Context: an optimization exercise on an open-source flow, tuned for small area, a short achievable clock period and few clock cycles per item. The choices shown serve that exercise and are no tape-out recipe. The RTL was checked by simulation tests, not by an equivalence proof against the original design. Power is estimated from default activity; no workload was simulated.

Setup of job 9059:
==> flow/design.v (excerpt) <==
module dtl_hdr_codec (
    input  wire         clk,
    input  wire         rst,
    input  wire         cmd_valid,
    output wire         cmd_ready,
    input  wire         cmd_op,        
    input  wire         cmd_scr_en,    
    input  wire [11:0]  b_plen,
    input  wire [11:0]  b_seq,
    input  wire [3:0]   b_mod,
    input  wire [3:0]   b_fec,
    input  wire [7:0]   b_flen,
    input  wire [7:0]   b_cwid,
    input  wire [13:0]  b_off,
    input  wire [13:0]  b_short,
    input  wire [3:0]   b_emod,
    input  wire [3:0]   b_efec,
    input  wire [767:0] hdr_in,
    output wire         res_valid,
    output wire [95:0]  hdr_out,       
    output wire         res_ok,        
    output wire [11:0]  r_plen,
    output wire [11:0]  r_seq,
    output wire [3:0]   r_mod,
    output wire [3:0]   r_fec,
    output wire [7:0]   r_flen,
    output wire [7:0]   r_cwid,
    output wire [13:0]  r_off,
    output wire [13:0]  r_short,
    output wire [3:0]   r_emod,
    output wire [3:0]   r_efec
);
Settings: LEC_CHECK=0, CAP_MARGIN=20, CORE_AREA=10 10 290 290, DIE_AREA=0 0 300 300, PLACE_DENSITY=0.7, SETUP_SLACK_MARGIN=2.9, SLEW_MARGIN=20, SYNTH_HIERARCHICAL=1, SYNTH_MINIMUM_KEEP_SIZE=0, TNS_END_PERCENT=30; clock period 5.0 ns.
standard.sh (not shown) runs the stock make flow with config.mk's settings and CLKGATE_MAP_FILE= SYNTH_SCRIPT=/design/flow/synth_recipe.tcl, a recipe that flattens the netlist after the stock synthesis.
==> flow/flow/run.sh <==
#!/bin/bash
# The standard layout, with two changes to how the cells are sized:
#  - the port buffers are made from the smallest buffer cell (buf_1);
#  - the pins of each header bit sit side by side (flow/io.tcl);
#  - clock tree synthesis adds no dummy loads;
#  - after floorplan, every combinational cell is set to the smallest drive
#    strength of its footprint, so that the later timing repair sizes up
#    only what the timing needs.
# Each tool's output goes to a log of its own in the work folder.
set -euo pipefail
cd "$(dirname "$0")/.."
W=$PWD
R=$W/orfs/results/${FLOW_PLATFORM:-sky130hd}/dtl_hdr_codec/base
PB="BUFFER_PORTS_ARGS=-buffer_cell sky130_fd_sc_hd__buf_1"
IO="PRE_IO_PLACEMENT_TCL=$W/flow/io.tcl"
CTS="CTS_ARGS=-sink_clustering_enable -repair_clock_nets -dont_use_dummy_load"
bash standard.sh "$PB" "$IO" floorplan > flow_make_floorplan.log 2>&1
RESULTS=$R openroad -no_init -exit flow/downsize.tcl > flow_downsize.log 2>&1
bash standard.sh "$PB" "$IO" "$CTS" finish > flow_make_finish.log 2>&1
Other scripts of this flow, unchanged in this note and not shown: flow/flow/downsize.tcl, flow/flow/io.tcl
Testbench counts of job 9059, summed over its fixed seeds: cycles 976, items 960.
Relative to job 9059, the following input files were edited for job 6707:
# job 9059
export LEC_CHECK = 0
export CAP_MARGIN = 20
export CORE_AREA = 10 10 290 290
export DIE_AREA = 0 0 300 300
export PLACE_DENSITY = 0.7
export SETUP_SLACK_MARGIN = 2.9
export SLEW_MARGIN = 20
export SYNTH_HIERARCHICAL = 1
export SYNTH_MINIMUM_KEEP_SIZE = 0
export TNS_END_PERCENT = 30
create_clock -name core_clock -period 5.0 [get_ports {clk}]
# job 6707
export LEC_CHECK = 0
export CAP_MARGIN = 20
export CORE_AREA = 10 10 290 290
export DIE_AREA = 0 0 300 300
export SETUP_SLACK_MARGIN = 2.9
export SLEW_MARGIN = 20
export SYNTH_HIERARCHICAL = 1
export SYNTH_MINIMUM_KEEP_SIZE = 0
export TNS_END_PERCENT = 30
create_clock -name core_clock -period 5.0 [get_ports {clk}]
diff --git a/flow/flow/run.sh b/flow/flow/run.sh
--- a/flow/flow/run.sh
+++ b/flow/flow/run.sh
@@ -4,4 +4,5 @@
 #  - the pins of each header bit sit side by side (flow/io.tcl);
 #  - clock tree synthesis adds no dummy loads;
+#  - the port buffers of the CRC and check outputs are buf_4 (flow/outbuf.tcl);
 #  - after floorplan, every combinational cell is set to the smallest drive
 #    strength of its footprint, so that the later timing repair sizes up
@@ -17,3 +18,5 @@
 bash standard.sh "$PB" "$IO" floorplan > flow_make_floorplan.log 2>&1
 RESULTS=$R openroad -no_init -exit flow/downsize.tcl > flow_downsize.log 2>&1
+bash standard.sh "$PB" "$IO" place > flow_make_place.log 2>&1
+RESULTS=$R openroad -no_init -exit flow/outbuf.tcl > flow_outbuf.log 2>&1
 bash standard.sh "$PB" "$IO" "$CTS" finish > flow_make_finish.log 2>&1
==> flow/flow/outbuf.tcl (new file) <==
# Give the output ports fed from the CRC / check registers a buf_4 as their
# port buffer (buffer_ports made them buf_1): those registers sit by the CRC
# network, far from their pins.
set lib $::env(FLOW_HOME)/platforms/sky130hd/lib/sky130_fd_sc_hd__tt_025C_1v80.lib
read_liberty $lib
read_db $::env(RESULTS)/3_place.odb
set db [ord::get_db]
set block [ord::get_db_block]
set m4 [$db findMaster sky130_fd_sc_hd__buf_4]
set ports {res_ok}
for {set k 88} {$k < 96} {incr k} { lappend ports "hdr_out\[$k\]" }
foreach p $ports {
  set bt [$block findBTerm $p]
  if {$bt == "NULL"} { continue }
  set net [$bt getNet]
  foreach it [$net getITerms] {
    set inst [$it getInst]
    set mn [[$inst getMaster] getName]
    if {[$it isOutputSignal] && [string match "sky130_fd_sc_hd__buf_*" $mn]} {
      puts "upsize [$inst getName] $mn -> sky130_fd_sc_hd__buf_4 (drives $p)"
      $inst swapMaster $m4
    }
  }
}
write_db $::env(RESULTS)/3_place.odb
Results
The multi-input gate area in the final layout in job 6707 sits about 3.7% above the value recorded for job 9059. Per the comparison of job 6707 with job 9059, share of the final layout cell area in multi-input gates up 0.24 points; share of power burned in the clock network down 1.2 points; maximum ir drop on the vdd rail down 6.6%. Comparing the two runs side by side, job 6707 comes out behind job 9059 on final instance area. The via total after detailed routing of job 6707 was inferior to that of job 9059. Compared to job 9059, the routing of job 6707 uses more wire. Delta(post-layout worst setup margin, job 6707 - job 9059) > 0. The run showing the greater transition time at the pin with the least slew margin is job 6707. The aggregate global-route resource usage of job 9059 and that of job 6707 are within noise of each other.
What job 5955 does differently from job 6707 at the input level:
==> flow/flow/run.sh <==
#!/bin/bash
# The standard layout, with two changes to how the cells are sized:
#  - the port buffers are made from the smallest buffer cell (buf_1);
#  - the pins of each header bit sit side by side (flow/io.tcl);
#  - clock tree synthesis uses clkbuf_8 and adds no dummy loads;
#  - after floorplan, every combinational cell is set to the smallest drive
#    strength of its footprint, so that the later timing repair sizes up
#    only what the timing needs.
# Each tool's output goes to a log of its own in the work folder.
set -euo pipefail
cd "$(dirname "$0")/.."
W=$PWD
R=$W/orfs/results/${FLOW_PLATFORM:-sky130hd}/dtl_hdr_codec/base
PB="BUFFER_PORTS_ARGS=-buffer_cell sky130_fd_sc_hd__buf_1"
IO="PRE_IO_PLACEMENT_TCL=$W/flow/io.tcl"
CTS="CTS_ARGS=-sink_clustering_enable -repair_clock_nets -dont_use_dummy_load -buf_list sky130_fd_sc_hd__clkbuf_8"
bash standard.sh "$PB" "$IO" floorplan > flow_make_floorplan.log 2>&1
RESULTS=$R openroad -no_init -exit flow/downsize.tcl > flow_downsize.log 2>&1
bash standard.sh "$PB" "$IO" "$CTS" finish > flow_make_finish.log 2>&1
removed: flow/flow/outbuf.tcl
Findings:
Comparing job 5955 and job 6707, register share of the cell area is higher on job 6707. Power per standard cell area in job 5955 is 33 nW/um^2 below job 6707. Taking job 6707 as the reference, in job 5955 total routed wire length on the met1 layer went up by about 1.1%; post-route fraction of the period consumed by the critical path was more or less identical; number of global-route vias before repair increased 1.1%; critical path required time picked up an extra 0.07 ns. Utilization (lower): job 6707. NOTE final area job 6707->job 5955 increased by a few percent. Against job 6707, count of routing violations after the opening detailed-route iteration in job 5955 came out better. Job 5955 and job 6707 ended up with nearly the same maximum frequency. Setup slack ends up lower on job 5955.
diff inputs: job 5955 => job 2421
diff --git a/flow/flow/run.sh b/flow/flow/run.sh
--- a/flow/flow/run.sh
+++ b/flow/flow/run.sh
@@ -3,5 +3,5 @@
 #  - the port buffers are made from the smallest buffer cell (buf_1);
 #  - the pins of each header bit sit side by side (flow/io.tcl);
-#  - clock tree synthesis uses clkbuf_8 and adds no dummy loads;
+#  - clock tree synthesis adds no dummy loads;
 #  - after floorplan, every combinational cell is set to the smallest drive
 #    strength of its footprint, so that the later timing repair sizes up
@@ -14,5 +14,5 @@
 PB="BUFFER_PORTS_ARGS=-buffer_cell sky130_fd_sc_hd__buf_1"
 IO="PRE_IO_PLACEMENT_TCL=$W/flow/io.tcl"
-CTS="CTS_ARGS=-sink_clustering_enable -repair_clock_nets -dont_use_dummy_load -buf_list sky130_fd_sc_hd__clkbuf_8"
+CTS="CTS_ARGS=-sink_clustering_enable -repair_clock_nets -dont_use_dummy_load"
 bash standard.sh "$PB" "$IO" floorplan > flow_make_floorplan.log 2>&1
 RESULTS=$R openroad -no_init -exit flow/downsize.tcl > flow_downsize.log 2>&1
### Flow results
Job 2421 ends up with higher first-iteration DRC count than job 5955 does.
Any difference in highest clock frequency the design can meet between job 2421 and job 5955 is small enough to ignore.
Job 2421 ends up with lower slew at the pin closest to its max-slew limit than job 5955 does.
Worst setup path endpoint: hdr_out[94] -> job 2421, b_ok$_DFF_P_ -> job 5955
Job 5955 vs job 2421, category of the critical setup timing path: register to register vs register to primary output
Job 5955 reports its critical path startpoint as a_y[3]$_DFF_P_ while job 2421 reports b_t[6]$_DFF_P_.
In terms of global-route usage, job 5955 and job 2421 differ only marginally.
The clock network power share of job 2421 is higher than that of job 5955.
For non-filler instance count after layout, job 2421 and job 5955 come out practically identical.
Re pin count of the biggest net entering global routing: no difference whatsoever between job 2421 and job 5955.
Per the comparison of job 2421 with job 5955, final period demand of the worst path now sits at about the same level; number of global-route vias before repair now sits lower.

re-timing with driven ports:
No port has a modelled driver above. Below, the same layouts with a new extraction and two added sets of constraints. Step 1 assumes that a clkbuf_16 drives the clock port and a buf_2 every other input. Step 2, shift: input delay + t, output delay - t, t = (earliest + latest rising clock arrival at the registers) / 2. This alone moves slack from input paths to output paths. a / b / c = ideal ports / drivers / drivers and shift; a / b = the first two.
run | t, ns | setup slack, ns | worst register clock-pin slew, ns | pins driven straight from the clock port
job 9059 | 0.519 | 2.807 / 2.786 / 2.421 | 0.08 / 0.08 | 1
job 6707 | 0.524 | 2.834 / 2.834 / 2.467 | 0.08 / 0.08 | 1
job 5955 | 0.578 | 2.830 / 2.830 / 2.463 | 0.11 / 0.11 | 1
job 2421 | 0.522 | 2.828 / 2.774 / 2.466 | 0.08 / 0.08 | 1
After both steps setup and hold are still met in every run listed. The setup slack of job 9059, which loses most, moves by -0.021 ns with the drivers and by -0.386 ns with both steps.
